Context: an optimization exercise on an open-source flow, tuned for small area, a short achievable clock period and few clock cycles per item. The choices shown serve that exercise and are no tape-out recipe.
Only simulation tests tie the RTL to the original design; equivalence was not proved.

==> exp/ember: inputs <==
Design kwla_acc, start of the top module:
module kwla_acc (
    input  wire        clk,
    input  wire        rst,          
    input  wire        cmd_valid,
    output wire        cmd_ready,
    input  wire        cmd_op,       
    input  wire [3:0]  cmd_ch,       
    input  wire [63:0] cmd_x,        
    output reg         rsp_valid,
    output wire [3:0]  rsp_cause,    
    input  wire [3:0]  rd_ch,
    output wire [63:0] rd_acc,
    output wire [31:0] rd_cnt
);
export LEC_CHECK = 0
export CAP_MARGIN = 20
export CORE_MARGIN = 2
export CORE_UTILIZATION = 62
export CTS_BUF_LIST = sky130_fd_sc_hd__clkbuf_8
export PLACE_DENSITY = 0.75
export SLEW_MARGIN = 20
export SYNTH_HIERARCHICAL = 1
export SYNTH_MINIMUM_KEEP_SIZE = 0
export TNS_END_PERCENT = 10
create_clock -name core_clock -period 28.0 [get_ports {clk}]
standard.sh (not shown) runs the stock make flow with config.mk's settings and CLKGATE_MAP_FILE= SYNTH_SCRIPT=/design/flow/synth_recipe.tcl, a recipe that flattens the netlist after the stock synthesis.
==> flow/flow/run.sh <==
#!/bin/bash
# The standard ORFS layout (the standard.sh, unchanged synthesis, floorplan,
# power grid, placement, CTS and routing) with a larger setup margin for
# ORFS's repair_timing steps, so that timing repair keeps optimising the
# register-to-register paths well below the 28 ns clock. The SDC (clock
# period, I/O delays, loads) is the standard flow's, unchanged.
set -euo pipefail
bash standard.sh SETUP_SLACK_MARGIN=15 finish > standard_flow.log 2>&1
==> exp/lagoon: changes against exp/ember <==
--- a/flow/design.v
+++ b/flow/design.v
@@ -3976,41 +3976,24 @@
         chbad2 <= ch1[3];
         xbad2  <= (xe == 11'h7FF);
         p2     <= {pe_next, pmr[51:0]};
         povf2  <= povf_next;
     end
     wire [62:0] acc_q [0:N_CH-1];
     wire [31:0] cnt_q [0:N_CH-1];
-    wire [62:0] acc_cur;
-    wire [31:0] cnt_cur;
-    wire [62:0] rd_a;
-    wire [31:0] rd_c;
-    wire [7:0]  rd_sel;      
-    genvar gb, gl;
-    generate
-        for (gl = 0; gl < N_CH; gl = gl + 1) begin : g_rdsel
-            assign rd_sel[gl] = (rd_ch == gl);
-        end
-        for (gb = 0; gb < 63; gb = gb + 1) begin : g_amux
-            wire [7:0] d;
-            for (gl = 0; gl < N_CH; gl = gl + 1) begin : g_l
-                assign d[gl] = acc_q[gl][gb];
-            end
-            kwla_mux8 u_cur (.s(sel2),   .d(d), .y(acc_cur[gb]));
-            kwla_mux8 u_rd  (.s(rd_sel), .d(d), .y(rd_a[gb]));
-        end
-        for (gb = 0; gb < 32; gb = gb + 1) begin : g_cmux
-            wire [7:0] d;
-            for (gl = 0; gl < N_CH; gl = gl + 1) begin : g_l
-                assign d[gl] = cnt_q[gl][gb];
-            end
-            kwla_mux8 u_cur (.s(sel2),   .d(d), .y(cnt_cur[gb]));
-            kwla_mux8 u_rd  (.s(rd_sel), .d(d), .y(rd_c[gb]));
+    reg  [62:0] acc_cur;
+    reg  [31:0] cnt_cur;
+    always @* begin
+        acc_cur = 63'd0;
+        cnt_cur = 32'd0;
+        for (k = 0; k < N_CH; k = k + 1) begin
+            acc_cur = acc_cur | ({63{sel2[k]}} & acc_q[k]);
+            cnt_cur = cnt_cur | ({32{sel2[k]}} & cnt_q[k]);
         end
-    endgenerate
+    end
     wire [10:0] ea = acc_cur[62:52];
     wire [10:0] ep = p2[62:52];
     wire        hA = |ea;
     wire        hP = |ep;
     wire [10:0] eA = {ea[10:1], ea[0] | ~hA};
     wire [10:0] eP = {ep[10:1], ep[0] | ~hP};
     wire [52:0] mA = {hA, acc_cur[51:0]};
@@ -4080,17 +4063,22 @@
     reg  rc3, rc0;
     always @(posedge clk) begin
         rsp_valid <= v2 & ~rst;
         rc3 <= op2 & (e_x | e_ov);
         rc0 <= op2 & (e_ch | e_ov);
     end
     assign rsp_cause = {rc3, 1'b0, rc0 & ~rc3, rc0};
+    reg [62:0] rd_a;
+    reg [31:0] rd_c;
+    always @* begin
+        rd_a = 63'd0;
+        rd_c = 32'd0;
+        for (k = 0; k < N_CH; k = k + 1) begin
+            if (rd_ch == k) begin
+                rd_a = acc_q[k];
+                rd_c = cnt_q[k];
+            end
+        end
+    end
     assign rd_acc = {1'b0, rd_a};
     assign rd_cnt = rd_c;
 endmodule
-module kwla_mux8 (
-    input  wire [7:0] s,
-    input  wire [7:0] d,
-    output wire       y
-);
-    assign y = |(s & d);
-endmodule
- CORE_UTILIZATION: 62 -> 55
- CTS_BUF_LIST: sky130_fd_sc_hd__clkbuf_8 -> unset
- PLACE_DENSITY: 0.75 -> 0.68
- TNS_END_PERCENT: 10 -> unset
==> summary of the runs <==
Between exp/lagoon and exp/ember, the lower clock-buffer cell count is in exp/lagoon (gap 30).
In exp/lagoon the worst hold slack is better than in exp/ember, by 2.3 ps.
Critical path depth: exp/ember is lower than exp/lagoon (1).
Against exp/ember, the synthesized cell count of exp/lagoon is higher by 1.7%.
Core utilization: exp/lagoon is lower than exp/ember (5.1 points).
Against exp/lagoon, the first-iteration DRC count of exp/ember is higher by 7.0%.
Against exp/ember, the clock skew of exp/lagoon is higher by 7.0 ps.
Against exp/lagoon, the non-clock buffer count of exp/ember is lower by 175.
==> figures <==
| metric | exp/ember | exp/lagoon |
|---|---|---|
| Outcome | finished clean | finished clean |
| Design Area, Final | 105,000 µm² | 108,000 µm² |
| Non-clock inverter total of the final layout | 142 | 137 |
| Detailed-route wire length | 419,000 µm | 423,000 µm |
| Share of the final layout cell area in multi-input gates | 0.631 | 0.616 |
| Global placement routability congestion | 1.10 | 1.07 |
| Count of nets after finishing | 11.2k | 11.3k |
| CTS H-Tree Depth | 4 | 3 |
| Portion of the post-synthesis area used by sequential elements | 0.266 | 0.266 |
| Effective utilization at floorplan | 0.623 | 0.555 |
| Avg Vias per Cell | 7.54 | 7.20 |
| Share of the synthesized area in the top cell type | 0.264 | 0.265 |
| Endpoint of the worst-slack reg-to-reg timing path | p2[55] | g_lane[6].acc_r[11] |
| Non-clock buffer count | 557 | 732 |
| R2R Path Start | x1[20] | sel2[3] |
| Post-DP HPWL | 262,000 µm | 261,000 µm |
| Overall global routing resource usage | 0.514 | 0.455 |
Testbench counts of exp/ember, summed over its fixed seeds: cycles 12,012, items 12,000.
Testbench counts of exp/lagoon, summed over its fixed seeds: cycles 12,012, items 12,000.

---

==> inputs of job 731 <==
Starting RTL as in the previous note.
clock: 28.0 ns
lec_check: 0
cap_margin: 20
core_margin: 2
core_utilization: 62
cts_buf_list: sky130_fd_sc_hd__clkbuf_8
place_density: 0.75
slew_margin: 20
synth_hierarchical: 1
synth_minimum_keep_size: 0
tns_end_percent: 0
Scripts as last shown in full above: flow/flow/run.sh
==> inputs of job 5055, as changes to job 731 <==
--- a/flow/design.v
+++ b/flow/design.v
@@ -3977,39 +3977,22 @@
         xbad2  <= (xe == 11'h7FF);
         p2     <= {pe_next, pmr[51:0]};
         povf2  <= povf_next;
     end
     wire [62:0] acc_q [0:N_CH-1];
     wire [31:0] cnt_q [0:N_CH-1];
-    wire [62:0] acc_cur;
-    wire [31:0] cnt_cur;
-    wire [62:0] rd_a;
-    wire [31:0] rd_c;
-    wire [7:0]  rd_sel;      
-    genvar gb, gl;
-    generate
-        for (gl = 0; gl < N_CH; gl = gl + 1) begin : g_rdsel
-            assign rd_sel[gl] = (rd_ch == gl);
-        end
-        for (gb = 0; gb < 63; gb = gb + 1) begin : g_amux
-            wire [7:0] d;
-            for (gl = 0; gl < N_CH; gl = gl + 1) begin : g_l
-                assign d[gl] = acc_q[gl][gb];
-            end
-            kwla_mux8 u_cur (.s(sel2),   .d(d), .y(acc_cur[gb]));
-            kwla_mux8 u_rd  (.s(rd_sel), .d(d), .y(rd_a[gb]));
-        end
-        for (gb = 0; gb < 32; gb = gb + 1) begin : g_cmux
-            wire [7:0] d;
-            for (gl = 0; gl < N_CH; gl = gl + 1) begin : g_l
-                assign d[gl] = cnt_q[gl][gb];
-            end
-            kwla_mux8 u_cur (.s(sel2),   .d(d), .y(cnt_cur[gb]));
-            kwla_mux8 u_rd  (.s(rd_sel), .d(d), .y(rd_c[gb]));
+    reg  [62:0] acc_cur;
+    reg  [31:0] cnt_cur;
+    always @* begin
+        acc_cur = 63'd0;
+        cnt_cur = 32'd0;
+        for (k = 0; k < N_CH; k = k + 1) begin
+            acc_cur = acc_cur | ({63{sel2[k]}} & acc_q[k]);
+            cnt_cur = cnt_cur | ({32{sel2[k]}} & cnt_q[k]);
         end
-    endgenerate
+    end
     wire [10:0] ea = acc_cur[62:52];
     wire [10:0] ep = p2[62:52];
     wire        hA = |ea;
     wire        hP = |ep;
     wire [10:0] eA = {ea[10:1], ea[0] | ~hA};
     wire [10:0] eP = {ep[10:1], ep[0] | ~hP};
@@ -4081,16 +4064,21 @@
     always @(posedge clk) begin
         rsp_valid <= v2 & ~rst;
         rc3 <= op2 & (e_x | e_ov);
         rc0 <= op2 & (e_ch | e_ov);
     end
     assign rsp_cause = {rc3, 1'b0, rc0 & ~rc3, rc0};
+    reg [62:0] rd_a;
+    reg [31:0] rd_c;
+    always @* begin
+        rd_a = 63'd0;
+        rd_c = 32'd0;
+        for (k = 0; k < N_CH; k = k + 1) begin
+            if (rd_ch == k) begin
+                rd_a = acc_q[k];
+                rd_c = cnt_q[k];
+            end
+        end
+    end
     assign rd_acc = {1'b0, rd_a};
     assign rd_cnt = rd_c;
 endmodule
-module kwla_mux8 (
-    input  wire [7:0] s,
-    input  wire [7:0] d,
-    output wire       y
-);
-    assign y = |(s & d);
-endmodule
==> flow/config.mk (replaced) <==
export PLATFORM = sky130hd
export DESIGN_NAME = kwla_acc
export DESIGN_NICKNAME = kwla_acc
export VERILOG_FILES = /design/flow/design.v
export SDC_FILE = /design/flow/constraint.sdc
export NUM_CORES = 4
export LEC_CHECK = 0
export CAP_MARGIN = 20
export CORE_MARGIN = 2
export CORE_UTILIZATION = 55
export PLACE_DENSITY = 0.68
export SLEW_MARGIN = 20
export SYNTH_HIERARCHICAL = 1
export SYNTH_MINIMUM_KEEP_SIZE = 0
export TNS_END_PERCENT = 0
==> inputs of job 6585, as changes to job 731 <==
--- a/flow/design.v
+++ b/flow/design.v
@@ -3977,39 +3977,22 @@
         xbad2  <= (xe == 11'h7FF);
         p2     <= {pe_next, pmr[51:0]};
         povf2  <= povf_next;
     end
     wire [62:0] acc_q [0:N_CH-1];
     wire [31:0] cnt_q [0:N_CH-1];
-    wire [62:0] acc_cur;
-    wire [31:0] cnt_cur;
-    wire [62:0] rd_a;
-    wire [31:0] rd_c;
-    wire [7:0]  rd_sel;      
-    genvar gb, gl;
-    generate
-        for (gl = 0; gl < N_CH; gl = gl + 1) begin : g_rdsel
-            assign rd_sel[gl] = (rd_ch == gl);
-        end
-        for (gb = 0; gb < 63; gb = gb + 1) begin : g_amux
-            wire [7:0] d;
-            for (gl = 0; gl < N_CH; gl = gl + 1) begin : g_l
-                assign d[gl] = acc_q[gl][gb];
-            end
-            kwla_mux8 u_cur (.s(sel2),   .d(d), .y(acc_cur[gb]));
-            kwla_mux8 u_rd  (.s(rd_sel), .d(d), .y(rd_a[gb]));
-        end
-        for (gb = 0; gb < 32; gb = gb + 1) begin : g_cmux
-            wire [7:0] d;
-            for (gl = 0; gl < N_CH; gl = gl + 1) begin : g_l
-                assign d[gl] = cnt_q[gl][gb];
-            end
-            kwla_mux8 u_cur (.s(sel2),   .d(d), .y(cnt_cur[gb]));
-            kwla_mux8 u_rd  (.s(rd_sel), .d(d), .y(rd_c[gb]));
+    reg  [62:0] acc_cur;
+    reg  [31:0] cnt_cur;
+    always @* begin
+        acc_cur = 63'd0;
+        cnt_cur = 32'd0;
+        for (k = 0; k < N_CH; k = k + 1) begin
+            acc_cur = acc_cur | ({63{sel2[k]}} & acc_q[k]);
+            cnt_cur = cnt_cur | ({32{sel2[k]}} & cnt_q[k]);
         end
-    endgenerate
+    end
     wire [10:0] ea = acc_cur[62:52];
     wire [10:0] ep = p2[62:52];
     wire        hA = |ea;
     wire        hP = |ep;
     wire [10:0] eA = {ea[10:1], ea[0] | ~hA};
     wire [10:0] eP = {ep[10:1], ep[0] | ~hP};
@@ -4081,16 +4064,21 @@
     always @(posedge clk) begin
         rsp_valid <= v2 & ~rst;
         rc3 <= op2 & (e_x | e_ov);
         rc0 <= op2 & (e_ch | e_ov);
     end
     assign rsp_cause = {rc3, 1'b0, rc0 & ~rc3, rc0};
+    reg [62:0] rd_a;
+    reg [31:0] rd_c;
+    always @* begin
+        rd_a = 63'd0;
+        rd_c = 32'd0;
+        for (k = 0; k < N_CH; k = k + 1) begin
+            if (rd_ch == k) begin
+                rd_a = acc_q[k];
+                rd_c = cnt_q[k];
+            end
+        end
+    end
     assign rd_acc = {1'b0, rd_a};
     assign rd_cnt = rd_c;
 endmodule
-module kwla_mux8 (
-    input  wire [7:0] s,
-    input  wire [7:0] d,
-    output wire       y
-);
-    assign y = |(s & d);
-endmodule
==> flow/config.mk (replaced) <==
export PLATFORM = sky130hd
export DESIGN_NAME = kwla_acc
export DESIGN_NICKNAME = kwla_acc
export VERILOG_FILES = /design/flow/design.v
export SDC_FILE = /design/flow/constraint.sdc
export NUM_CORES = 4
export LEC_CHECK = 0
export CAP_MARGIN = 20
export CORE_MARGIN = 2
export CORE_UTILIZATION = 40
export SLEW_MARGIN = 20
export SYNTH_HIERARCHICAL = 1
export SYNTH_MINIMUM_KEEP_SIZE = 0
==> results.txt <==
metric                                                       job 731       job 5055       job 6585
Status                              no timing/DRC/antenna violations  no timing/DRC/antenna violations  no timing/DRC/antenna violations
Share of layout cells above drive strength 1                  9.689%         10.81%         14.05%
Met3 track demand over resource                               18.17%         13.80%         8.498%
Final worst-path setup slack                                14730 ps       14580 ps       14820 ps
Biggest cell delay along the critical path                    410 ps         390 ps         340 ps
Fraction of the mapped netlist area in compound gates         16.97%         15.77%         15.77%
Avg Vias per Cell                                              7.548          7.187          6.700
Fmax achieved                                              75.36 MHz      74.54 MHz      75.88 MHz
Critical path destination                                 rd_acc[38]     rd_acc[26]     rd_acc[21]
Post-Syn Instances                                              9689           9855           9855
Pin count of the biggest net entering global routing              76             63             75
Sequential fraction of the synthesis area                     26.56%         26.63%         26.63%
CTS resizes                                                      334            459            749
Cell area after synthesis                              0.09709 sq mm  0.09683 sq mm  0.09683 sq mm
Testbench counts of job 731, summed over its fixed seeds: cycles 12,012, items 12,000.
Testbench counts of job 5055, summed over its fixed seeds: cycles 12,012, items 12,000.
Testbench counts of job 6585, summed over its fixed seeds: cycles 12,012, items 12,000.

[what the ideal ports hide]
Ports are ideal in the flow. The routed layouts listed here were re-timed in OpenROAD. Step 1 assumes that a clkbuf_16 drives the clock port and a buf_2 every other input. Step 2 moves the port delays by t, midway between the first and last clock arrival at a register: inputs arrive t later, outputs are due t later. That takes back most of the time a late clock gives input paths. Three values: ideal ports, drivers, drivers and shift; two values: the first two.
| run | shift t [ns] | setup WS [ns] | worst slew at a driven data input, ns | pins driven straight from the clock port |
|---|---|---|---|---|
| exp/ember | 0.989 | 14.584 / 14.546 / 14.546 | 0.05 | 1 |
| exp/lagoon | 0.826 | 14.757 / 14.691 / 14.691 | 0.10 | 1 |
| job 731 | 1.029 | 14.730 / 14.700 / 14.700 | 0.06 | 1 |
| job 5055 | 0.812 | 14.584 / 14.552 / 14.552 | 0.07 | 1 |
| job 6585 | 0.840 | 14.821 / 14.768 / 14.768 | 0.09 | 1 |
After both steps setup and hold are still met in every run listed. For exp/lagoon, which loses most, drivers alone change the setup slack by -0.066 ns; drivers and shift together by -0.066 ns.
